This is an optimization exercise on Yosys and OpenROAD, whose aim is small area, a short achievable clock period and few clock cycles per item, not a production implementation. RTL that was checked went through simulation tests only; none was proved equivalent to the original. The RTL of run 2 was laid out without a check of its function.

<file path="flow/flow/run.sh">
#!/bin/bash
# The standard layout, with two changes:
# - the port buffers are the smallest buffer cell (sky130_fd_sc_hd__buf_1)
#   instead of the delay cell buffer_ports picks by default;
# - the 3-input XOR/XNOR cells are kept out of synthesis and repair (added to
#   the platform's don't-use list), so the GF(2) XOR trees map to 2-input
#   cells, which are smaller and faster here.
set -euo pipefail
export BUFFER_PORTS_ARGS="-buffer_cell sky130_fd_sc_hd__buf_1"
DONT_USE="sky130_fd_sc_hd__probe_p_8 sky130_fd_sc_hd__probec_p_8 sky130_fd_sc_hd__lpflow_bleeder_1 sky130_fd_sc_hd__lpflow_clkbufkapwr_1 sky130_fd_sc_hd__lpflow_clkbufkapwr_16 sky130_fd_sc_hd__lpflow_clkbufkapwr_2 sky130_fd_sc_hd__lpflow_clkbufkapwr_4 sky130_fd_sc_hd__lpflow_clkbufkapwr_8 sky130_fd_sc_hd__lpflow_clkinvkapwr_1 sky130_fd_sc_hd__lpflow_clkinvkapwr_16 sky130_fd_sc_hd__lpflow_clkinvkapwr_2 sky130_fd_sc_hd__lpflow_clkinvkapwr_4 sky130_fd_sc_hd__lpflow_clkinvkapwr_8 sky130_fd_sc_hd__lpflow_decapkapwr_12 sky130_fd_sc_hd__lpflow_decapkapwr_3 sky130_fd_sc_hd__lpflow_decapkapwr_4 sky130_fd_sc_hd__lpflow_decapkapwr_6 sky130_fd_sc_hd__lpflow_decapkapwr_8 sky130_fd_sc_hd__lpflow_inputiso0n_1 sky130_fd_sc_hd__lpflow_inputiso0p_1 sky130_fd_sc_hd__lpflow_inputiso1n_1 sky130_fd_sc_hd__lpflow_inputiso1p_1 sky130_fd_sc_hd__lpflow_inputisolatch_1 sky130_fd_sc_hd__lpflow_isobufsrc_1 sky130_fd_sc_hd__lpflow_isobufsrc_16 sky130_fd_sc_hd__lpflow_isobufsrc_2 sky130_fd_sc_hd__lpflow_isobufsrc_4 sky130_fd_sc_hd__lpflow_isobufsrc_8 sky130_fd_sc_hd__lpflow_isobufsrckapwr_16 sky130_fd_sc_hd__lpflow_lsbuf_lh_hl_isowell_tap_1 sky130_fd_sc_hd__lpflow_lsbuf_lh_hl_isowell_tap_2 sky130_fd_sc_hd__lpflow_lsbuf_lh_hl_isowell_tap_4 sky130_fd_sc_hd__lpflow_lsbuf_lh_isowell_4 sky130_fd_sc_hd__lpflow_lsbuf_lh_isowell_tap_1 sky130_fd_sc_hd__lpflow_lsbuf_lh_isowell_tap_2 sky130_fd_sc_hd__lpflow_lsbuf_lh_isowell_tap_4 sky130_fd_sc_hd__xor3_1 sky130_fd_sc_hd__xor3_2 sky130_fd_sc_hd__xor3_4 sky130_fd_sc_hd__xnor3_1 sky130_fd_sc_hd__xnor3_2 sky130_fd_sc_hd__xnor3_4"
bash standard.sh "DONT_USE_CELLS=$DONT_USE" finish > standard_make.log 2>&1
</file>
<file path="flow/standard.sh">
#!/bin/bash
# synth_recipe.tcl (not shown) runs the flow's synth.tcl, then flattens the netlist and writes it again
# the make line also repeats each setting of config.mk as NAME=value (left out here)
make -C /OpenROAD-flow-scripts/flow DESIGN_CONFIG=/design/flow/config.mk WORK_HOME=/design/flow/orfs CLKGATE_MAP_FILE= SYNTH_SCRIPT=/design/flow/synth_recipe.tcl "${@:-finish}"
</file>
<file path="flow/config.mk">
export PLATFORM = sky130hd
export DESIGN_NAME = gf2m_fu
export DESIGN_NICKNAME = gf2m_fu
export VERILOG_FILES = /design/flow/design.v
export SDC_FILE = /design/flow/constraint.sdc
export NUM_CORES = 4
export LEC_CHECK = 0
export CAP_MARGIN = 20
export CORE_MARGIN = 2
export CORE_UTILIZATION = 40
export CTS_BUF_LIST = sky130_fd_sc_hd__clkbuf_4 sky130_fd_sc_hd__clkbuf_8
export PLACE_DENSITY = 0.6
export SETUP_SLACK_MARGIN = 3.0
export SLEW_MARGIN = 20
</file>
<file path="flow/constraint.sdc">
create_clock -name core_clock -period 7.0 [get_ports {clk}]
set_input_delay 1.4000 -clock core_clock [delete_from_list [all_inputs] [get_ports {clk}]]
set_output_delay 1.4000 -clock core_clock [all_outputs]
set_load 0.01 [all_outputs]
</file>
<file path="flow/design.v">
module gf2m_fu (
    input  wire        clk,
    input  wire        rst,         
    input  wire        in_valid,
    output wire        in_ready,
    input  wire [2:0]  in_op,       
    input  wire [2:0]  in_pset,     
    input  wire [31:0] in_a,
    input  wire [31:0] in_b,
    output wire        out_valid,
    input  wire        out_ready,
    output wire [31:0] out_res,
    output wire [2:0]  out_err      
);
    localparam OP_ADD = 3'd1, OP_MUL = 3'd2, OP_SQ = 3'd3,
               OP_SQ4 = 3'd4, OP_INV = 3'd5, OP_DIV = 3'd6;
    localparam ERR_NONE = 3'd0, ERR_ILL = 3'd1, ERR_CFG = 3'd2, ERR_DOM = 3'd6;
    localparam KD_ERR = 3'd0, KD_ADD = 3'd1, KD_SQ = 3'd2, KD_SQ4 = 3'd3,
               KD_INV = 3'd4, KD_DIV = 3'd5, KD_MUL = 3'd6;
    function [12:0] sq1_12;
        input [12:0] x;
        begin
            sq1_12[0] = x[0] ^ x[6];
            sq1_12[1] = x[11];
            sq1_12[2] = x[1] ^ x[7];
            sq1_12[3] = x[6];
            sq1_12[4] = x[2] ^ x[8] ^ x[11];
            sq1_12[5] = x[7];
            sq1_12[6] = x[3] ^ x[9];
            sq1_12[7] = x[8];
            sq1_12[8] = x[4] ^ x[10];
            sq1_12[9] = x[9];
            sq1_12[10] = x[5] ^ x[11];
            sq1_12[11] = x[10];
            sq1_12[12] = 1'b0;
        end
    endfunction
    function [12:0] sq3_12;
        input [12:0] x;
        begin
            sq3_12[0] = x[0] ^ x[3];
            sq3_12[1] = x[5] ^ x[11];
            sq3_12[2] = x[4];
            sq3_12[3] = x[6] ^ x[9];
            sq3_12[4] = x[2];
            sq3_12[5] = x[4] ^ x[10];
            sq3_12[6] = x[3];
            sq3_12[7] = x[2] ^ x[5] ^ x[8];
            sq3_12[8] = x[1] ^ x[4] ^ x[10];
            sq3_12[9] = x[9];
            sq3_12[10] = x[5] ^ x[8] ^ x[11];
            sq3_12[11] = x[7] ^ x[10];
            sq3_12[12] = 1'b0;
        end
    endfunction
    function [12:0] sq5_12;
        input [12:0] x;
        begin
            sq5_12[0] = x[0] ^ x[6];
            sq5_12[1] = x[5] ^ x[8] ^ x[11];
            sq5_12[2] = x[1] ^ x[4] ^ x[7];
            sq5_12[3] = x[6];
            sq5_12[4] = x[8] ^ x[11];
            sq5_12[5] = x[1] ^ x[4] ^ x[10];
            sq5_12[6] = x[3] ^ x[9];
            sq5_12[7] = x[2] ^ x[5] ^ x[8] ^ x[11];
            sq5_12[8] = x[1] ^ x[4];
            sq5_12[9] = x[9];
            sq5_12[10] = x[2] ^ x[11];
            sq5_12[11] = x[4] ^ x[7];
            sq5_12[12] = 1'b0;
        end
    endfunction
    function [12:0] sq1_13;
        input [12:0] x;
        begin
            sq1_13[0] = x[0] ^ x[11];
            sq1_13[1] = x[7] ^ x[11] ^ x[12];
            sq1_13[2] = x[1] ^ x[7];
            sq1_13[3] = x[8] ^ x[11] ^ x[12];
            sq1_13[4] = x[2] ^ x[7] ^ x[8] ^ x[11] ^ x[12];
            sq1_13[5] = x[7] ^ x[9];
            sq1_13[6] = x[3] ^ x[8] ^ x[9] ^ x[12];
            sq1_13[7] = x[8] ^ x[10];
            sq1_13[8] = x[4] ^ x[9] ^ x[10];
            sq1_13[9] = x[9] ^ x[11];
            sq1_13[10] = x[5] ^ x[10] ^ x[11];
            sq1_13[11] = x[10] ^ x[12];
            sq1_13[12] = x[6] ^ x[11] ^ x[12];
        end
    endfunction
    function [12:0] sq3_13;
        input [12:0] x;
        begin
            sq3_13[0] = x[0] ^ x[5] ^ x[6] ^ x[11];
            sq3_13[1] = x[3] ^ x[4] ^ x[8];
            sq3_13[2] = x[4] ^ x[5] ^ x[6] ^ x[8] ^ x[9];
            sq3_13[3] = x[2] ^ x[3] ^ x[7] ^ x[10] ^ x[12];
            sq3_13[4] = x[2] ^ x[3] ^ x[4] ^ x[5] ^ x[8] ^ x[9];
            sq3_13[5] = x[4] ^ x[5] ^ x[10] ^ x[12];
            sq3_13[6] = x[2] ^ x[3] ^ x[4] ^ x[5] ^ x[7] ^ x[10] ^ x[12];
            sq3_13[7] = x[2] ^ x[8] ^ x[10];
            sq3_13[8] = x[1] ^ x[4] ^ x[5] ^ x[6] ^ x[8] ^ x[9] ^ x[11];
            sq3_13[9] = x[5] ^ x[6] ^ x[9] ^ x[11];
            sq3_13[10] = x[6] ^ x[7] ^ x[8];
            sq3_13[11] = x[3] ^ x[5] ^ x[6] ^ x[7] ^ x[8] ^ x[10];
            sq3_13[12] = x[3] ^ x[4] ^ x[5] ^ x[6] ^ x[9] ^ x[10];
        end
    endfunction
    function [12:0] sq7_13;
        input [12:0] x;
        begin
            sq7_13[0] = x[0] ^ x[1] ^ x[4] ^ x[5] ^ x[7] ^ x[9] ^ x[10] ^ x[12];
            sq7_13[1] = x[3] ^ x[5] ^ x[6] ^ x[7] ^ x[9] ^ x[10] ^ x[11];
            sq7_13[2] = x[8] ^ x[10] ^ x[12];
            sq7_13[3] = x[3] ^ x[4] ^ x[5] ^ x[6] ^ x[8];
            sq7_13[4] = x[3] ^ x[4] ^ x[9] ^ x[11];
            sq7_13[5] = x[1] ^ x[2] ^ x[6] ^ x[7] ^ x[9] ^ x[10];
            sq7_13[6] = x[1] ^ x[3] ^ x[7];
            sq7_13[7] = x[3] ^ x[4] ^ x[7] ^ x[10] ^ x[11] ^ x[12];
            sq7_13[8] = x[2] ^ x[3] ^ x[5] ^ x[10] ^ x[12];
            sq7_13[9] = x[1] ^ x[4] ^ x[5] ^ x[7] ^ x[10] ^ x[12];
            sq7_13[10] = x[3] ^ x[6] ^ x[7] ^ x[8] ^ x[12];
            sq7_13[11] = x[1] ^ x[2] ^ x[4] ^ x[6] ^ x[9] ^ x[10];
            sq7_13[12] = x[1] ^ x[2] ^ x[5] ^ x[6] ^ x[8] ^ x[10];
        end
    endfunction
    function [24:0] clmul;
        input [12:0] x;
        input [12:0] y;
        integer i;
        begin
            clmul = 25'd0;
            for (i = 0; i < 13; i = i + 1)
                clmul = clmul ^ ({12'd0, x & {13{y[i]}}} << i);
        end
    endfunction
    reg        cv;            
    reg [2:0]  kind;
    reg        m13;
    reg [2:0]  step;
    reg [2:0]  code;          
    reg [12:0] acc;           
    reg [12:0] ra;            
    reg [12:0] rb;            
    reg        ovalid;
    reg [2:0]  oerr;
    reg [12:0] res;           
    wire       dec_ill  = (in_op == 3'd0) || (in_op == 3'd7);
    wire       dec_cfg  = (in_pset > 3'd4);
    wire       dec_m13  = (in_pset != 3'd0);
    wire       dec_bin  = (in_op == OP_ADD) || (in_op == OP_MUL) || (in_op == OP_DIV);
    wire       a_out    = dec_m13 ? (in_a[31:13] != 19'd0) : (in_a[31:12] != 20'd0);
    wire       b_out    = dec_m13 ? (in_b[31:13] != 19'd0) : (in_b[31:12] != 20'd0);
    wire       dec_dom  = a_out || (dec_bin && b_out);
    reg [2:0] dec_kind;
    always @(*) begin
        case (in_op)
            OP_ADD:         dec_kind = KD_ADD;
            OP_MUL:         dec_kind = KD_MUL;
            OP_SQ:          dec_kind = KD_SQ;
            OP_SQ4:         dec_kind = KD_SQ4;
            OP_INV:         dec_kind = KD_INV;
            OP_DIV:         dec_kind = KD_DIV;
            default:        dec_kind = KD_ERR;
        endcase
        if (dec_cfg) dec_kind = KD_ERR;
    end
    wire [2:0] dec_code = dec_ill ? ERR_ILL : dec_cfg ? ERR_CFG :
                          dec_dom ? ERR_DOM : ERR_NONE;
    wire [12:0] acc_in = (in_op == OP_DIV) ? in_b[12:0] :
                         (in_op == OP_ADD) ? (in_a[12:0] ^ in_b[12:0]) : in_a[12:0];
    localparam X_ID = 0, X_S1_12 = 1, X_S1_13 = 2, X_S3_12 = 3, X_S5_12 = 4,
               X_S3_13 = 5, X_S7_13 = 6;
    localparam Y_RB = 0, Y_RA = 1, Y_ACC = 2, Y_S1_12 = 3, Y_S1_13 = 4, Y_ONE = 5;
    function [13:0] uop;
        input [2:0] kd;
        input       m;
        input [2:0] st;
        reg   [6:0] xs;
        reg   [5:0] ys;
        reg         l;
        reg   [2:0] xk;    
        reg   [2:0] yk;    
        begin
            xk = 3'd1;
            yk = 3'd4;
            l  = 1'b0;
            case (kd)
                KD_ADD: begin xk = 3'd0; l = 1'b1; end
                KD_MUL: begin xk = 3'd0; yk = 3'd0; l = 1'b1; end
                KD_SQ:  l = 1'b1;
                KD_SQ4: begin yk = 3'd3; l = 1'b1; end
                KD_INV, KD_DIV: begin
                    if (m) begin
                        case (st)
                            3'd0:    yk = 3'd2;
                            3'd1:    yk = 3'd5;
                            3'd2:    begin xk = 3'd3; yk = 3'd2; end
                            3'd3:    begin xk = 3'd7; yk = 3'd3; l = (kd == KD_INV); end
                            default: begin xk = 3'd0; yk = 3'd1; l = 1'b1; end
                        endcase
                    end else begin
                        case (st)
                            3'd0:    begin xk = 3'd5; yk = 3'd3; end
                            3'd1:    begin xk = 3'd0; yk = 3'd5; end
                            3'd2:    begin xk = 3'd3; yk = 3'd3; end
                            3'd3:    begin xk = 3'd5; yk = 3'd5; end
                            3'd4:    begin xk = 3'd5; yk = 3'd3; l = (kd == KD_INV); end
                            default: begin xk = 3'd0; yk = 3'd1; l = 1'b1; end
                        endcase
                    end
                end
                default: l = 1'b1;
            endcase
            xs = 7'd0;
            case (xk)
                3'd0:    xs[X_ID] = 1'b1;
                3'd1:    xs[m ? X_S1_13 : X_S1_12] = 1'b1;
                3'd3:    xs[m ? X_S3_13 : X_S3_12] = 1'b1;
                3'd5:    xs[X_S5_12] = 1'b1;
                default: xs[X_S7_13] = 1'b1;
            endcase
            ys = 6'd0;
            case (yk)
                3'd0:    ys[Y_RB] = 1'b1;
                3'd1:    ys[Y_RA] = 1'b1;
                3'd2:    ys[Y_ACC] = 1'b1;
                3'd3:    ys[m ? Y_S1_13 : Y_S1_12] = 1'b1;
                3'd4:    ys[Y_ONE] = 1'b1;
                default: ys[(kd == KD_DIV) ? Y_RB : Y_RA] = 1'b1;
            endcase
            uop = {l, ys, xs};
        end
    endfunction
    localparam [13:0] UOP_HOLD = {1'b1, 6'b100000, 7'b0000001};
    reg [6:0] xsel;
    reg [5:0] ysel;
    reg       last;
    wire [12:0] s1_12 = sq1_12(acc);
    wire [12:0] s1_13 = sq1_13(acc);
    wire [12:0] mx = ({13{xsel[X_ID]}}    & acc)
                   | ({13{xsel[X_S1_12]}} & s1_12)
                   | ({13{xsel[X_S1_13]}} & s1_13)
                   | ({13{xsel[X_S3_12]}} & sq3_12(acc))
                   | ({13{xsel[X_S5_12]}} & sq5_12(acc))
                   | ({13{xsel[X_S3_13]}} & sq3_13(acc))
                   | ({13{xsel[X_S7_13]}} & sq7_13(acc));
    wire [12:0] my = ({13{ysel[Y_ACC]}}   & acc)
                   | ({13{ysel[Y_RA]}}    & ra)
                   | ({13{ysel[Y_RB]}}    & rb)
                   | ({13{ysel[Y_S1_12]}} & s1_12)
                   | ({13{ysel[Y_S1_13]}} & s1_13)
                   | {12'd0, ysel[Y_ONE]};
    wire [24:0] p = clmul(mx, my);
    reg  [24:0] r13;
    reg  [22:0] r12;
    integer k;
    always @(*) begin
        r13 = p;
        for (k = 24; k >= 13; k = k - 1)
            if (r13[k]) r13 = r13 ^ (25'h201B << (k - 13));
        r12 = p[22:0];
        for (k = 22; k >= 12; k = k - 1)
            if (r12[k]) r12 = r12 ^ (23'h1009 << (k - 12));
    end
    wire [12:0] prod = m13 ? r13[12:0] : {1'b0, r12[11:0]};
    wire finish  = cv && last && (!ovalid || out_ready);
    assign in_ready = !cv || finish;
    wire in_fire = in_valid && in_ready;
    always @(posedge clk) begin
        if (rst) begin
            cv     <= 1'b0;
            ovalid <= 1'b0;
            res    <= 13'd0;
        end else begin
            if (finish) begin
                ovalid <= 1'b1;
                oerr   <= code;
                if (code == ERR_NONE) res <= prod;
            end else if (out_ready) begin
                ovalid <= 1'b0;
            end
            if (in_fire)     cv <= 1'b1;
            else if (finish) cv <= 1'b0;
        end
    end
    always @(posedge clk) begin
        if (in_fire) begin
            kind <= dec_kind;
            m13  <= dec_m13;
            code <= dec_code;
            ra   <= in_a[12:0];
            rb   <= in_b[12:0];
        end
        acc  <= in_fire ? acc_in : prod;
        step <= in_fire ? 3'd0 : step + 3'd1;
        {last, ysel, xsel} <= in_fire ? uop(dec_kind, dec_m13, 3'd0) :
                              last    ? UOP_HOLD : uop(kind, m13, step + 3'd1);
    end
    assign out_valid = ovalid;
    assign out_res   = {19'd0, res};
    assign out_err   = oerr;
endmodule
</file>
==> metrics.yaml, run 1 <==
status: "complete, no violations"
ant_nets: 0
worstHoldPathType: "reg -> reg"
cts_tree: "done"
num_rows: 52
core_um2: 20170
start_util_pct: 40.60
clock-sinks: 81
grt_max_degree: 45
dp_hpwl_um: 19140
rrSetupSlack_ns: 3.14
synth.avg_cell_area_um2: 7.997
slowest_stage: "a222oi_1"
end_kind: "flip-flop"
critPathCapture: "acc[6]$_DFF_P_"
yosys.cell_types.count: 67
worstMarginPinSlew_ns: 1.041
setup_tns_ns: 0
drt_iter0_drc: 729
vias: 7404
fin_crit_sh_pct: 55.08
setup_viol_count_final: 0
path_clk_slew_ns: 0.09
yosysWarnings: 1
drt_first_pass_iters: 5
cap_violations: 0
gr-total-overflow: 0
slowest_delay_ns: 0.53
holdBufCountCts: 0
fp.dieH_um: 147.1
clock_path_buffers: 2
clkLatencyLatePin_ns: 0.36
nets: 1159
arrival_ns: 4.07
viasPerCell: 5.464
drt-total-wl_um: 26130
final_hold_viol_count: 0
synth_edf_count: 36
htree_levels: 3
rsz0062_at_grt: "false"
die_width_um: 147.1
netlist_instances: 1024
grt_usage_pct: 24.13
r2r_end: "acc[6]$_DFF_P_"
drc: 0
period_needed_ns: 3.856
die-area_um2: 21630
area_delta_synth_final_pct: 11.89
port_buffers: 91
slew_headroom_pct: 30.06
wl_per_cell_um: 19.29
crit_path_start: "acc[9]$_DFF_P_"
synthArstFlopShare_pct: 0
required_ns: 7.22
cts_made_buffers: 9
reg2regPathDepth: 15
ios: 111
grt_pass1_vias: 6953
synth_seq_cells: 81
r2r_start: "acc[9]$_DFF_P_"
crit_chain: "xor2_4 > xnor2_1 > a222oi_1 > o21ai_4 > buf_12 > nand2_1 > xor2_1 > xnor2_1 > xnor2_1 > xnor2_2 > xor2_1 > xor2_1 > nand3_1 > nand3_1 > o21ai_0"
fin_hold_ws_ns: 0.4632
num-fill-cells: 2046
critPathLaunchType: "flip-flop"
drive_gt1_share_pct: 10.78
critPathKind: "reg -> reg"
synth_ff_type: "dfxtp_1"
fmax_mhz: 259.3
num_antenna_cells: 0
place_congestion: 0.9421
antenna_found_initial: 0
finalClockSkew_ns: 0.01257
cts_root_buf: "clkbuf_8"
cp_max_fo: 14
drv_slew: 0
syn-cell-area_um2: 8189
yosysSeqAreaShare_pct: 24.20
grt_pass1_wl_um: 40650
area by class of cell:
cell class	instances	area [um^2]	area share (%)
Tap cell	270	337.8	3.687
Inverter	23	86.33	0.9422
Sequential cell	81	2021	22.05
Clock inverter	6	97.59	1.065
Multi-Input combinational cell	845	5898	64.37
Clock buffer	10	137.6	1.502
Timing Repair Buffer	120	584.3	6.377
how the worst min path moves through the flow:
| stage | from | to | slack, ns | cells after the start |
|---|---|---|---|---|
| floorplan | code[1]$_SDFFCE_PP0P_ | oerr[1]$_DFFE_PP_ | 0.44 | 0 |
| global placement | res[6]$_SDFFE_PP0P_ | res[6]$_SDFFE_PP0P_ | 0.45 | 2 |
| detailed placement | res[3]$_SDFFE_PP0P_ | res[3]$_SDFFE_PP0P_ | 0.45 | 2 |
| CTS | res[3]$_SDFFE_PP0P_ | res[3]$_SDFFE_PP0P_ | 0.46 | 2 |
| global route | res[6]$_SDFFE_PP0P_ | res[6]$_SDFFE_PP0P_ | 0.50 | 2 |
| finish | res[3]$_SDFFE_PP0P_ | res[3]$_SDFFE_PP0P_ | 0.46 | 2 |
cell usage after synthesis, drive strengths merged (5+ instances only):
cell | n | area [um^2]
o21ai | 27 | 138.9
buf | 52 | 342.8
a222oi | 8 | 80.08
nor2 | 166 | 623.1
a21oi | 51 | 259.0
edfxtp | 36 | 1081
nor3 | 8 | 40.04
dfxtp | 45 | 900.9
a22oi | 15 | 117.6
a221o | 5 | 50.05
clkbuf | 41 | 153.9
xnor2 | 226 | 2208
o211a | 5 | 50.05
ha | 5 | 62.56
nor4 | 12 | 75.07
xor2 | 61 | 556.8
a221oi | 13 | 167.7
nand2 | 125 | 469.2
a211oi | 9 | 72.57
nand2b | 8 | 50.05
o221ai | 6 | 52.55
inv | 22 | 82.58
nand3 | 20 | 100.1
cell families (layout without fill, tap and decap cells):
family                   count (synthesis)  after routing  share of synthesized area (%)
AO/OA/AOI/OAI                          170            170                          15.42
XOR/XNOR                               287            287                          33.77
adder cells (fa/ha/maj)                  5              5                         0.7639
buffers and inverters                  116            159                          7.120
flip-flops                              81             81                          24.20
multiplexers                             1              1                         0.1222
other                                    1             19                        0.04579
AND/OR/NAND/NOR                        363            363                          18.56
flip-flops by register name, indices dropped and copies added, names as in the netlist:
name,count
acc,13
rb,13
last,1
xsel,7
ovalid,1
step,3
kind,3
res,13
cv,1
m13,1
code,3
ysel,6
oerr,3
ra,13
cells in the final DEF, fill, tap and decap left out, types with 8 or more instances in the layout:
master      n
a211oi_1    8
a21oi_1    49
a221oi_1    8
a222oi_1    8
a22oi_1    14
buf_1      91
buf_4      27
clkbuf_8   10
conb_1     19
dfxtp_1    30
dfxtp_4     8
edfxtp_1   36
inv_1      22
nand2_1   125
nand2b_1    8
nand3_1    20
nor2_1    166
nor3_1      8
nor4_1     11
o21ai_0    24
xnor2_1   194
xnor2_2    24
xnor2_4     8
xor2_1     58
layer usage:
layer | vias to the layer above | global-route usage, % | part of all wire, % | wire [um]
li1 | 3500 | - | - | -
met1 | 3508 | 32.09 | 42 | 11080
met2 | 336 | 39.86 | 47 | 12230
met3 | 60 | 2.795 | 6.6 | 1712
met4 | 0 | 10.10 | 4.3 | 1112
met5 | - | 0 | 0 | 0
per-stage QoR:
step                      setup WS, ns  std cells  instance area [um^2]  util [%]
after CTS                        3.003       1343                  8935     44.30
after global routing             2.993       1355                  9163     45.43
after detailed placement         2.120       1317                  8498     42.13
final                            3.144       1355                  9163     45.43
after floorplan                  3.432       1042                  8257         -
after global placement           2.057       1317                  8498     42.13
critical path: cells and delay by family (launching register included):
kind,cells,cell delay (ns)
AO/OA/AOI/OAI,3,0.79
XOR/XNOR,8,1.83
buffers and inverters,1,0.17
flip-flops,1,0.50
AND/OR/NAND/NOR,3,0.43
timing repair:
item / in CTS / in global routing
buffers inserted: 10 / 12
resized for setup: 29 / 20
pin swaps: 2 / 6
endpoints found under the setup margin: 26 / 17
Testbench counts, summed over its fixed seeds: cycles 20,141, items 8,000.
==> run 2: changes to the inputs <==
--- a/flow/design.v
+++ b/flow/design.v
@@ -136,15 +136,15 @@
         end
     endfunction
     reg        cv;            
-    reg [2:0]  kind;
+    reg        isdiv;         
     reg        m13;
     reg [2:0]  step;
-    reg [2:0]  code;          
+    reg [1:0]  code;          
     reg [12:0] acc;           
     reg [12:0] ra;            
     reg [12:0] rb;            
     reg        ovalid;
-    reg [2:0]  oerr;
+    reg [1:0]  oerr;          
     reg [12:0] res;           
     wire       dec_ill  = (in_op == 3'd0) || (in_op == 3'd7);
     wire       dec_cfg  = (in_pset > 3'd4);
@@ -166,19 +166,17 @@
         endcase
         if (dec_cfg) dec_kind = KD_ERR;
     end
-    wire [2:0] dec_code = dec_ill ? ERR_ILL : dec_cfg ? ERR_CFG :
-                          dec_dom ? ERR_DOM : ERR_NONE;
+    wire [1:0] dec_code = dec_ill ? 2'd1 : dec_cfg ? 2'd2 : dec_dom ? 2'd3 : 2'd0;
     wire [12:0] acc_in = (in_op == OP_DIV) ? in_b[12:0] :
                          (in_op == OP_ADD) ? (in_a[12:0] ^ in_b[12:0]) : in_a[12:0];
-    localparam X_ID = 0, X_S1_12 = 1, X_S1_13 = 2, X_S3_12 = 3, X_S5_12 = 4,
-               X_S3_13 = 5, X_S7_13 = 6;
-    localparam Y_RB = 0, Y_RA = 1, Y_ACC = 2, Y_S1_12 = 3, Y_S1_13 = 4, Y_ONE = 5;
-    function [13:0] uop;
+    localparam X_ID = 0, X_S1 = 1, X_S3 = 2, X_SB = 3;    
+    localparam Y_RB = 0, Y_RA = 1, Y_ACC = 2, Y_S1 = 3, Y_ONE = 4;
+    function [9:0] uop;
         input [2:0] kd;
         input       m;
         input [2:0] st;
-        reg   [6:0] xs;
-        reg   [5:0] ys;
+        reg   [3:0] xs;
+        reg   [4:0] ys;
         reg         l;
         reg   [2:0] xk;    
         reg   [2:0] yk;    
@@ -213,44 +211,40 @@
                 end
                 default: l = 1'b1;
             endcase
-            xs = 7'd0;
+            xs = 4'd0;
             case (xk)
                 3'd0:    xs[X_ID] = 1'b1;
-                3'd1:    xs[m ? X_S1_13 : X_S1_12] = 1'b1;
-                3'd3:    xs[m ? X_S3_13 : X_S3_12] = 1'b1;
-                3'd5:    xs[X_S5_12] = 1'b1;
-                default: xs[X_S7_13] = 1'b1;
+                3'd1:    xs[X_S1] = 1'b1;
+                3'd3:    xs[X_S3] = 1'b1;
+                default: xs[X_SB] = 1'b1;    
             endcase
-            ys = 6'd0;
+            ys = 5'd0;
             case (yk)
                 3'd0:    ys[Y_RB] = 1'b1;
                 3'd1:    ys[Y_RA] = 1'b1;
                 3'd2:    ys[Y_ACC] = 1'b1;
-                3'd3:    ys[m ? Y_S1_13 : Y_S1_12] = 1'b1;
+                3'd3:    ys[Y_S1] = 1'b1;
                 3'd4:    ys[Y_ONE] = 1'b1;
                 default: ys[(kd == KD_DIV) ? Y_RB : Y_RA] = 1'b1;
             endcase
             uop = {l, ys, xs};
         end
     endfunction
-    localparam [13:0] UOP_HOLD = {1'b1, 6'b100000, 7'b0000001};
-    reg [6:0] xsel;
-    reg [5:0] ysel;
+    localparam [9:0] UOP_HOLD = {1'b1, 5'b10000, 4'b0001};
+    reg [3:0] xsel;
+    reg [4:0] ysel;
     reg       last;
-    wire [12:0] s1_12 = sq1_12(acc);
-    wire [12:0] s1_13 = sq1_13(acc);
+    wire [12:0] s1 = m13 ? sq1_13(acc) : sq1_12(acc);
+    wire [12:0] s3 = m13 ? sq3_13(acc) : sq3_12(acc);
+    wire [12:0] sb = m13 ? sq7_13(acc) : sq5_12(acc);
     wire [12:0] mx = ({13{xsel[X_ID]}}    & acc)
-                   | ({13{xsel[X_S1_12]}} & s1_12)
-                   | ({13{xsel[X_S1_13]}} & s1_13)
-                   | ({13{xsel[X_S3_12]}} & sq3_12(acc))
-                   | ({13{xsel[X_S5_12]}} & sq5_12(acc))
-                   | ({13{xsel[X_S3_13]}} & sq3_13(acc))
-                   | ({13{xsel[X_S7_13]}} & sq7_13(acc));
+                   | ({13{xsel[X_S1]}}    & s1)
+                   | ({13{xsel[X_S3]}}    & s3)
+                   | ({13{xsel[X_SB]}}    & sb);
     wire [12:0] my = ({13{ysel[Y_ACC]}}   & acc)
                    | ({13{ysel[Y_RA]}}    & ra)
                    | ({13{ysel[Y_RB]}}    & rb)
-                   | ({13{ysel[Y_S1_12]}} & s1_12)
-                   | ({13{ysel[Y_S1_13]}} & s1_13)
+                   | ({13{ysel[Y_S1]}}    & s1)
                    | {12'd0, ysel[Y_ONE]};
     wire [24:0] p = clmul(mx, my);
     reg  [24:0] r13;
@@ -277,7 +271,7 @@
             if (finish) begin
                 ovalid <= 1'b1;
                 oerr   <= code;
-                if (code == ERR_NONE) res <= prod;
+                if (code == 2'd0) res <= prod;
             end else if (out_ready) begin
                 ovalid <= 1'b0;
             end
@@ -287,7 +281,7 @@
     end
     always @(posedge clk) begin
         if (in_fire) begin
-            kind <= dec_kind;
+            isdiv <= (dec_kind == KD_DIV);
             m13  <= dec_m13;
             code <= dec_code;
             ra   <= in_a[12:0];
@@ -296,9 +290,9 @@
         acc  <= in_fire ? acc_in : prod;
         step <= in_fire ? 3'd0 : step + 3'd1;
         {last, ysel, xsel} <= in_fire ? uop(dec_kind, dec_m13, 3'd0) :
-                              last    ? UOP_HOLD : uop(kind, m13, step + 3'd1);
+                              last    ? UOP_HOLD : uop(isdiv ? KD_DIV : KD_INV, m13, step + 3'd1);
     end
     assign out_valid = ovalid;
     assign out_res   = {19'd0, res};
-    assign out_err   = oerr;
+    assign out_err   = {oerr[1] & oerr[0], oerr[1], oerr[0] & !oerr[1]};
 endmodule
==> run 2 against run 1 <==
Against the previous run: via count decreased by 4.0%; still clean on timing, DRC and antenna; count of clock-buffer cells in the layout up 1; synthesized cell count fell by 4.1%; fmax fell by 0.78%; die area is 4.6% lower; hold slack barely moved.
==> metrics.yaml, run 2 <==
drt-total-wl_um: 25320
synthArstFlopShare_pct: 0
fmax_mhz: 257.3
gr-total-overflow: 0
clock-sinks: 73
yosys.cell_types.count: 66
place_inst: 1284
synth_ff_type: "dfxtp_1"
design_area_um2: 8747
yosys.area.top_type: "xnor2_1"
end_kind: "flip-flop"
grt_max_degree: 58
num-fill-cells: 1961
synth.avg_cell_area_um2: 7.942
arrival_ns: 4.09
critPathKind: "reg -> reg"
mostFrequentLayoutCell: "nand2_1"
slowest_delay_ns: 0.54
mostFrequentLayoutCells: "nand2_1, xnor2_1, buf_1"
synthSimpleGateAreaFrac_pct: 19.88
ios: 111
num_rows: 51
worstMarginPinSlew_ns: 1.048
status: "complete, no violations"
final_cells: 1317
drive_gt1_share_pct: 11.03
nets: 1126
fp.dieH_um: 143.6
htree_levels: 3
fin_util_pct: 45.39
register_area_um2: 1804
clock_path_buffers: 2
cp_max_fo: 10
rsz0062_at_grt: "true"
slew_headroom_pct: 29.74
cap_violations: 0
synthTopCellsByArea: "xnor2_1, edfxtp_1, nand2_1"
yosysSeqAreaShare_pct: 22.85
place_congestion: 0.9236
yosys.area_share.adder_pct: 0.8022
die-area_um2: 20630
critPathLaunchType: "flip-flop"
vias: 7109
cts_tree: "done"
ant_nets: 0
layout_setup_ws_ns: 3.114
grt_usage_pct: 23.93
dp_hpwl_um: 17720
drt_iter0_drc: 655
slowest_stage: "dfxtp_2"
setup_tns_ns: 0
fin_hold_ws_ns: 0.4629
setup_viol_count_final: 0
holdBufCountCts: 0
crit_chain: "xnor2_2 > xnor2_4 > xor2_1 > a221o_2 > buf_12 > nand2_1 > xor2_1 > xnor2_1 > xnor2_1 > xnor2_2 > buf_4 > xnor2_2 > mux2i_1 > xnor2_1 > nand2b_1 > a21oi_1"
die_width_um: 143.6
synth_xor_area_share_pct: 35.09
syn-cell-area_um2: 7799
netlist_instances: 982
cts_made_buffers: 9
grt_pass1_wl_um: 37830
start_util_pct: 40.47
drv_slew: 0
antenna_found_initial: 0
wl_per_cell_um: 19.22
synth_top_family_by_area: "XOR/XNOR gates"
grt_pass1_vias: 6706
num_antenna_cells: 0
fin_crit_sh_pct: 55.52
worstHoldPathType: "reg -> reg"
yosys.area.top_type_share_pct: 22.35
yosysMostFrequentCell: "nand2_1"
drt_first_pass_iters: 6
core_um2: 19270
yosysWarnings: 1
muxShareOfSynthArea_pct: 1.701
drc: 0
finalClockSkew_ns: 0.01204
viasPerCell: 5.398
period_needed_ns: 3.886
synth_compound_area_share_pct: 13.38
required_ns: 7.20
synth_seq_cells: 73
clkLatencyLatePin_ns: 0.35
pre_cts_ws_ns: 2.492
port_buffers: 91
cts_root_buf: "clkbuf_8"
synth.top_cells.by_count: "nand2_1, xnor2_1, xor2_1, nor2_1, dfxtp_1"
post_dp_cell_area_um2: 8188
multi_input_area_um2: 5772
area_delta_synth_final_pct: 12.16
final_hold_viol_count: 0
synth_edf_count: 32
path_clk_slew_ns: 0.08
## run 2: routing by layer
layer  share of wire (%)  vias to the layer above  global-route usage (%)
li1                    -                     3360                       -
met1                  41                     3313                   31.10
met5                   0                        -                       0
met3                 8.2                       62                   3.732
met2                  47                      374                   39.92
met4                 3.2                        0                   9.185
## run 2: path summary, 6_finish.rpt
kind / to / cells after the start / slack (ns) / startpoint
min reg2reg: res[6]$_SDFFE_PP0P_ / 2 / 0.46 / res[6]$_SDFFE_PP0P_
min: res[6]$_SDFFE_PP0P_ / 2 / 0.46 / res[6]$_SDFFE_PP0P_
max reg2reg: res[6]$_SDFFE_PP0P_ / 16 / 3.11 / acc[5]$_DFF_P_
max: res[6]$_SDFFE_PP0P_ / 16 / 3.11 / acc[5]$_DFF_P_
## run 2: area by class of cell
class,instances,share of cell area [%]
Inverter,13,0.6008
Tap cell,265,3.791
Clock buffer,11,1.659
Multi-Input combinational cell,833,65.98
Timing Repair Buffer,117,6.423
Sequential cell,73,20.63
Clock inverter,5,0.9155
## run 2: repair_timing
item / CTS / global route
pin swaps: 0 / 8
gates resized for setup: 22 / 24
buffers inserted: 2 / 13
gates cloned: 0 / 2
endpoints found under the setup margin: 24 / 23
## run 2: cell families after synthesis
family | Yosys count
AOI/OAI and AO/OA | 144
xor gates and xnor gates | 288
adders and majority gates | 5
buffers and inverters | 96
DFF | 73
muxes | 13
other | 1
and+or+nand+nor | 362
## run 2: critical path: cells and delay by family (launching register included)
family / cells / cell delay (ns)
AND/OR/NAND/NOR: 2 / 0.23
flip-flops: 1 / 0.54
buffers and inverters: 2 / 0.35
multiplexers: 1 / 0.25
AO/OA/AOI/OAI: 2 / 0.53
XOR/XNOR: 9 / 1.84
==> run 3: changes to the inputs <==
--- a/flow/design.v
+++ b/flow/design.v
@@ -169,13 +169,13 @@
     wire [1:0] dec_code = dec_ill ? 2'd1 : dec_cfg ? 2'd2 : dec_dom ? 2'd3 : 2'd0;
     wire [12:0] acc_in = (in_op == OP_DIV) ? in_b[12:0] :
                          (in_op == OP_ADD) ? (in_a[12:0] ^ in_b[12:0]) : in_a[12:0];
-    localparam X_ID = 0, X_S1 = 1, X_S3 = 2, X_SB = 3;    
+    localparam X_ID = 0, X_S1 = 1, X_S3 = 2, X_S5_12 = 3, X_S7_13 = 4;
     localparam Y_RB = 0, Y_RA = 1, Y_ACC = 2, Y_S1 = 3, Y_ONE = 4;
-    function [9:0] uop;
+    function [10:0] uop;
         input [2:0] kd;
         input       m;
         input [2:0] st;
-        reg   [3:0] xs;
+        reg   [4:0] xs;
         reg   [4:0] ys;
         reg         l;
         reg   [2:0] xk;    
@@ -211,12 +211,13 @@
                 end
                 default: l = 1'b1;
             endcase
-            xs = 4'd0;
+            xs = 5'd0;
             case (xk)
                 3'd0:    xs[X_ID] = 1'b1;
                 3'd1:    xs[X_S1] = 1'b1;
                 3'd3:    xs[X_S3] = 1'b1;
-                default: xs[X_SB] = 1'b1;    
+                3'd5:    xs[X_S5_12] = 1'b1;
+                default: xs[X_S7_13] = 1'b1;
             endcase
             ys = 5'd0;
             case (yk)
@@ -230,17 +231,17 @@
             uop = {l, ys, xs};
         end
     endfunction
-    localparam [9:0] UOP_HOLD = {1'b1, 5'b10000, 4'b0001};
-    reg [3:0] xsel;
+    localparam [10:0] UOP_HOLD = {1'b1, 5'b10000, 5'b00001};
+    reg [4:0] xsel;
     reg [4:0] ysel;
     reg       last;
     wire [12:0] s1 = m13 ? sq1_13(acc) : sq1_12(acc);
     wire [12:0] s3 = m13 ? sq3_13(acc) : sq3_12(acc);
-    wire [12:0] sb = m13 ? sq7_13(acc) : sq5_12(acc);
     wire [12:0] mx = ({13{xsel[X_ID]}}    & acc)
                    | ({13{xsel[X_S1]}}    & s1)
                    | ({13{xsel[X_S3]}}    & s3)
-                   | ({13{xsel[X_SB]}}    & sb);
+                   | ({13{xsel[X_S5_12]}} & sq5_12(acc))
+                   | ({13{xsel[X_S7_13]}} & sq7_13(acc));
     wire [12:0] my = ({13{ysel[Y_ACC]}}   & acc)
                    | ({13{ysel[Y_RA]}}    & ra)
                    | ({13{ysel[Y_RB]}}    & rb)
--- a/flow/config.mk
+++ b/flow/config.mk
@@ -7,8 +7,8 @@
 export LEC_CHECK = 0
 export CAP_MARGIN = 20
 export CORE_MARGIN = 2
-export CORE_UTILIZATION = 40
+export CORE_UTILIZATION = 55
 export CTS_BUF_LIST = sky130_fd_sc_hd__clkbuf_4 sky130_fd_sc_hd__clkbuf_8
-export PLACE_DENSITY = 0.6
+export PLACE_DENSITY = 0.7
 export SETUP_SLACK_MARGIN = 3.0
 export SLEW_MARGIN = 20
==> run 3 against run 2 <==
Against the previous run: still clean; clock skew fell by 0.0057 ns; utilization rose by 17 points; sequential cell count rose by 1.
==> metrics.yaml, run 3 <==
rsz0062_at_grt: "true"
fmax_mhz: 253.7
grt_max_degree: 45
cts_made_buffers: 9
clock_path_buffers: 2
yosysSeqAreaShare_pct: 23.72
die_width_um: 121.5
register_area_um2: 1829
period_needed_ns: 3.941
cts_tree: "done"
vias: 6835
grt_usage_pct: 30.93
status: "complete, no violations"
drc: 0
yosysMostFrequentCell: "nand2_1"
ios: 111
antenna_found_initial: 0
synthArstFlopShare_pct: 0
critPathLaunchType: "flip-flop"
grtUsageMet3_pct: 4.464
cp_max_fo: 13
yosys.area.top_type_share_pct: 22.83
synth_seq_cells: 74
grt_util_met2_pct: 50.14
multi_input_area_um2: 5430
synth.top_cells.by_count: "nand2_1, xnor2_1, xor2_1, dfxtp_1, nor2_1"
num_antenna_cells: 0
synth_ff_type: "dfxtp_1"
critPathKind: "reg -> reg"
num_rows: 42
met1_usage_pct: 41.80
setup_viol_count_final: 0
netlist_instances: 956
slew_headroom_pct: 43.62
yosys.cell_types.count: 57
gr-total-overflow: 0
fp.dieH_um: 121.5
synth.avg_cell_area_um2: 7.946
clock-sinks: 74
drv_slew: 0
drt-total-wl_um: 22380
yosys.area.top_type: "xnor2_1"
fin_crit_sh_pct: 56.30
num-fill-cells: 1274
critPathCapture: "res[6]$_SDFFE_PP0P_"
final_hold_viol_count: 0
area_delta_synth_final_pct: 9.026
nets: 1100
clkLatencyLatePin_ns: 0.34
dp_hpwl_um: 16320
synthTopCellsByArea: "xnor2_1, edfxtp_1, nand2_1"
r2r_start: "xsel[4]$_DFF_P_"
port_buffers: 91
reg2regPathDepth: 14
drt_first_pass_iters: 8
yosysWarnings: 1
drive_gt1_share_pct: 8.772
syn-cell-area_um2: 7596
final_cells: 1202
end_kind: "flip-flop"
mostFrequentLayoutCell: "nand2_1"
rrSetupSlack_ns: 3.06
start_util_pct: 56.91
synth_edf_count: 32
holdBufCountCts: 0
grt_pass1_wl_um: 35330
finalClockSkew_ns: 0.006314
core_um2: 13350
busiest_layer: "met2"
htree_levels: 3
path_clk_slew_ns: 0.07
worstHoldPathType: "reg -> reg"
cap_violations: 0
drt_iter0_drc: 712
ant_nets: 0
wl_per_cell_um: 18.61
place_congestion: 0.9504
setup_tns_ns: 0
required_ns: 7.21
crit_path_start: "xsel[4]$_DFF_P_"
mostFrequentLayoutCells: "nand2_1, xnor2_1, buf_1"
r2r_end: "res[6]$_SDFFE_PP0P_"
grt_pass1_vias: 6410
viasPerCell: 5.686
place_inst: 1175
worstMarginPinSlew_ns: 0.8457
arrival_ns: 4.15
die-area_um2: 14770
hold_start: "res[3]$_SDFFE_PP0P_"
cts_root_buf: "clkbuf_8"
run 3: cell types whose count changed after synthesis, moves of 6 or more:
cell,change
nand2b_1,-7
nor2_1,-14
mux2i_1,-8
xor2_1,+9
nand2_1,+13
a222oi_1,+9
xnor2_2,-12
clkbuf_1,-6
run 3: cell families after synthesis:
family                   synth area share (%)
AND/OR/NAND/NOR                         19.42
XOR/XNOR                                36.25
AO/OA/AOI/OAI                           12.75
buffers and inverters                   6.589
flip-flops                              23.72
adder cells (fa/ha/maj)                0.8236
multiplexers                           0.3953
other                                 0.04937
run 3: worst min path at each step:
stage,end,slack (ns),depth (start not counted)
finish,res[3]$_SDFFE_PP0P_,0.47,2
global route,res[3]$_SDFFE_PP0P_,0.50,2
CTS,res[3]$_SDFFE_PP0P_,0.47,2
detailed placement,oerr[0]$_DFFE_PP_,0.46,0
global placement,res[3]$_SDFFE_PP0P_,0.46,2
floorplan,oerr[1]$_DFFE_PP_,0.44,0
run 3: critical path: stages, from the launching register on:
cell      delay (ns)
dfxtp_1         0.46
inv_1           0.31
o221ai_1        0.19
a222oi_1        0.60
o221ai_4        0.36
nand2_1         0.17
xnor2_1         0.14
xnor2_1         0.10
xnor2_1         0.28
xnor2_2         0.20
xor2_1          0.29
xor2_1          0.17
nand2_1         0.08
xnor2_1         0.31
o31ai_1         0.12
run 3: per-layer routing:
layer  vias to the layer above  share of wire, %
li1                       3245                 -
met2                       373                47
met3                        54               8.9
met5                         -                 0
met4                         0               2.5
met1                      3163                41
run 3: stage by stage:
stage               area (um^2)  hold WS (ns)  setup WS [ns]  utilization [%]
finish                     8282        0.4743          3.059            62.05
global route               8282        0.4995          2.955            62.05
CTS                        8178        0.4735          2.980            61.27
detailed placement         7885        0.4627          2.640            59.07
global placement           7879        0.4581          2.325            59.03
floorplan                  7664        0.4444          3.590                -
run 3: repair_timing:
action | in CTS | in global routing
pin swaps | 1 | 2
buffers inserted | 5 | 6
gates resized for setup | 17 | 17
cloned | 0 | 0
endpoints found under the setup margin | 22 | 21
run 3: cell type report:
type	instances	share of cell area (%)
Multi-Input combinational cell	806	65.57
Sequential cell	74	22.09
Timing Repair Buffer	115	6.391
Tap cell	176	2.659
Clock buffer	10	1.586
Clock inverter	6	0.9820
Inverter	15	0.7252
Testbench counts of run 3, summed over its fixed seeds: cycles 20,141, items 8,000.
==> run 4: changes to the inputs <==
--- a/flow/config.mk
+++ b/flow/config.mk
@@ -7,8 +7,8 @@
 export LEC_CHECK = 0
 export CAP_MARGIN = 20
 export CORE_MARGIN = 2
-export CORE_UTILIZATION = 55
+export CORE_UTILIZATION = 40
 export CTS_BUF_LIST = sky130_fd_sc_hd__clkbuf_4 sky130_fd_sc_hd__clkbuf_8
-export PLACE_DENSITY = 0.7
+export PLACE_DENSITY = 0.6
 export SETUP_SLACK_MARGIN = 3.0
 export SLEW_MARGIN = 20
==> run 4 against run 3 <==
Against the previous run: hold slack got worse by 0.0070 ns; global-route usage is 7.5 points lower; cell count is 5.2% higher; count of clock-buffer cells in the layout down 1; clock skew increased by 0.0052 ns; fmax rose by 2.3%; non-clock buffer count is 5 higher; worst setup slack improved by 0.088 ns; sequential share of layout area decreased by 0.60 points; sequential cell count unchanged; first-iteration DRC count up 3.1%; still clean on timing, DRC and antenna.
==> metrics.yaml, run 4 <==
reg2regPathDepth: 14
htree_levels: 3
fmax_mhz: 259.5
synthArstFlopShare_pct: 0
slowest_delay_ns: 0.45
yosys.area.top_type: "xnor2_1"
r2r_start: "acc[3]$_DFF_P_"
drc: 0
drive_gt1_share_pct: 10.18
yosysWarnings: 1
period_needed_ns: 3.853
rsz0062_at_grt: "false"
finalClockSkew_ns: 0.01148
vias: 6815
fin_crit_sh_pct: 55.05
die-area_um2: 20110
ios: 111
crit_path_start: "acc[3]$_DFF_P_"
place_congestion: 0.9003
mostFrequentLayoutCell: "nand2_1"
holdPathEnd: "res[12]$_SDFFE_PP0P_"
path_clk_slew_ns: 0.08
drt_iter0_drc: 734
clock_path_buffers: 2
synth.avg_cell_area_um2: 7.946
yosys.area.top_type_share_pct: 22.83
final_hold_viol_count: 0
cts_tree: "done"
min_path_cells: 2
cap_violations: 0
num_rows: 50
cts_made_buffers: 9
slowest_stage: "dfxtp_2"
area_delta_synth_final_pct: 12.06
fp.dieH_um: 141.8
worstHoldPathType: "reg -> reg"
synthTopCellsByArea: "xnor2_1, edfxtp_1, nand2_1"
antenna_found_initial: 0
pre_cts_ws_ns: 2.626
gr-total-overflow: 0
synth_seq_cells: 74
yosysMostFrequentCell: "nand2_1"
multi_input_area_um2: 5505
setup_viol_count_final: 0
clock-sinks: 74
cp_max_fo: 12
status: "complete, no violations"
mostFrequentLayoutCells: "nand2_1, xnor2_1, buf_1"
dp_hpwl_um: 17060
drv_slew: 0
viasPerCell: 5.387
synth_edf_count: 32
cts_root_buf: "clkbuf_8"
yosys.cell_types.count: 57
rrSetupSlack_ns: 3.15
hold_start: "res[12]$_SDFFE_PP0P_"
required_ns: 7.20
grt_pass1_vias: 6647
wl_per_cell_um: 18.69
grt_pass1_wl_um: 36560
clkLatencyLatePin_ns: 0.35
arrival_ns: 4.05
synth_ff_type: "dfxtp_1"
port_buffers: 91
layout_setup_ws_ns: 3.147
slew_headroom_pct: 47.57
start_util_pct: 40.74
grt_max_degree: 41
netlist_instances: 956
critPathLaunchType: "flip-flop"
fin_hold_ws_ns: 0.4674
crit_chain: "xnor2_2 > xnor2_1 > o211a_1 > nor2_1 > and2_1 > nor2_1 > xnor2_1 > xnor2_1 > xnor2_2 > xor2_2 > xor2_1 > nand2_1 > xnor2_1 > a211oi_1"
nets: 1105
grt_usage_pct: 23.48
drt-total-wl_um: 23640
register_area_um2: 1829
r2r_end: "res[5]$_SDFFE_PP0P_"
drt_first_pass_iters: 9
critPathKind: "reg -> reg"
yosysSeqAreaShare_pct: 23.72
synth.top_cells.by_count: "nand2_1, xnor2_1, xor2_1, dfxtp_1, nor2_1"
num_antenna_cells: 0
end_kind: "flip-flop"
die_width_um: 141.8
num-fill-cells: 1873
syn-cell-area_um2: 7596
holdBufCountCts: 0
path_common_cell: "xnor2_1"
worstMarginPinSlew_ns: 0.7865
core_um2: 18640
ant_nets: 0
setup_tns_ns: 0
-- run 4: cell counts after synthesis --
Identical to the previous run, type by type.
-- run 4: cell families after synthesis --
family	Yosys count	share of synthesized area [%]
xor gates and xnor gates	290	36.25
other	1	0.04937
buffers and inverters	94	6.589
and+or+nand+nor	351	19.42
adders and majority gates	5	0.8236
muxes	3	0.3953
AOI/OAI and AO/OA	138	12.75
DFF	74	23.72
-- run 4: layer usage --
layer / track usage (%) / part of all wire (%)
met2: 40.04 / 48
met1: 30.04 / 41
met5: 0 / 0
met3: 4.050 / 8.8
met4: 8.105 / 2.7
-- run 4: worst max path at each step --
stage,slack (ns),to
floorplan,3.59,code[0]$_SDFFCE_PP1P_
global placement,2.33,res[5]$_SDFFE_PP0P_
detailed placement,2.63,res[5]$_SDFFE_PP0P_
CTS,3.00,res[5]$_SDFFE_PP0P_
global route,2.95,res[5]$_SDFFE_PP0P_
finish,3.15,res[5]$_SDFFE_PP0P_
-- run 4: timing repair --
| item | CTS | global route |
|---|---|---|
| gates resized for setup | 21 | 27 |
| setup buffers | 2 | 13 |
| setup endpoints to repair | 21 | 25 |
| pin swaps | 0 | 4 |
-- run 4: per-stage QoR --
stage / cell area, um^2 / cells / util [%]
finish: 8512 / 1265 / 45.66
global route: 8512 / 1265 / 45.66
CTS: 8270 / 1252 / 44.36
detailed placement: 7965 / 1234 / 42.72
global placement: 7959 / 1234 / 42.69
floorplan: 7664 / 974 / -
-- run 4: layout make-up --
cell class	count	share of cell area, %
Clock buffer	9	1.455
Tap cell	234	3.440
Sequential cell	74	21.49
Clock inverter	7	1.382
Multi-Input combinational cell	806	64.68
Timing Repair Buffer	120	6.806
Inverter	15	0.7497
-- run 4: critical path, delay by kind of cell, from the launching register on --
family	cells	cell delay [ns]
simple gates	4	0.79
xor+xnor	8	2.07
compound gates	2	0.38
flops	1	0.45

==> re-timing with driven ports <==
The results above use ideal ports. As a check the final layouts listed here were re-extracted and re-timed, cells and wires unchanged.
Step 1 sets driving cells, clkbuf_16 on the clock port and buf_2 on the other inputs (assumed; they add their load-dependent delay and slew).
Step 2 moves the port delays by t, midway between the first and last clock arrival at a register: inputs arrive t later, outputs are due t later. That takes back most of the time a late clock gives input paths.
Three values: ideal, step 1, step 2; two values: the first two.
run | shift t [ns] | setup WS [ns] | worst setup path after step 2 | cell pins on the clock port's net
run 1 | 0.385 | 3.144 / 3.144 / 3.144 | register to register | 1
run 2 | 0.372 | 3.114 / 3.114 / 3.114 | register to register | 1
run 3 | 0.370 | 3.059 / 3.059 / 3.059 | register to register | 1
run 4 | 0.382 | 3.147 / 3.147 / 3.147 | register to register | 1
After both steps setup and hold are still met in every run listed.
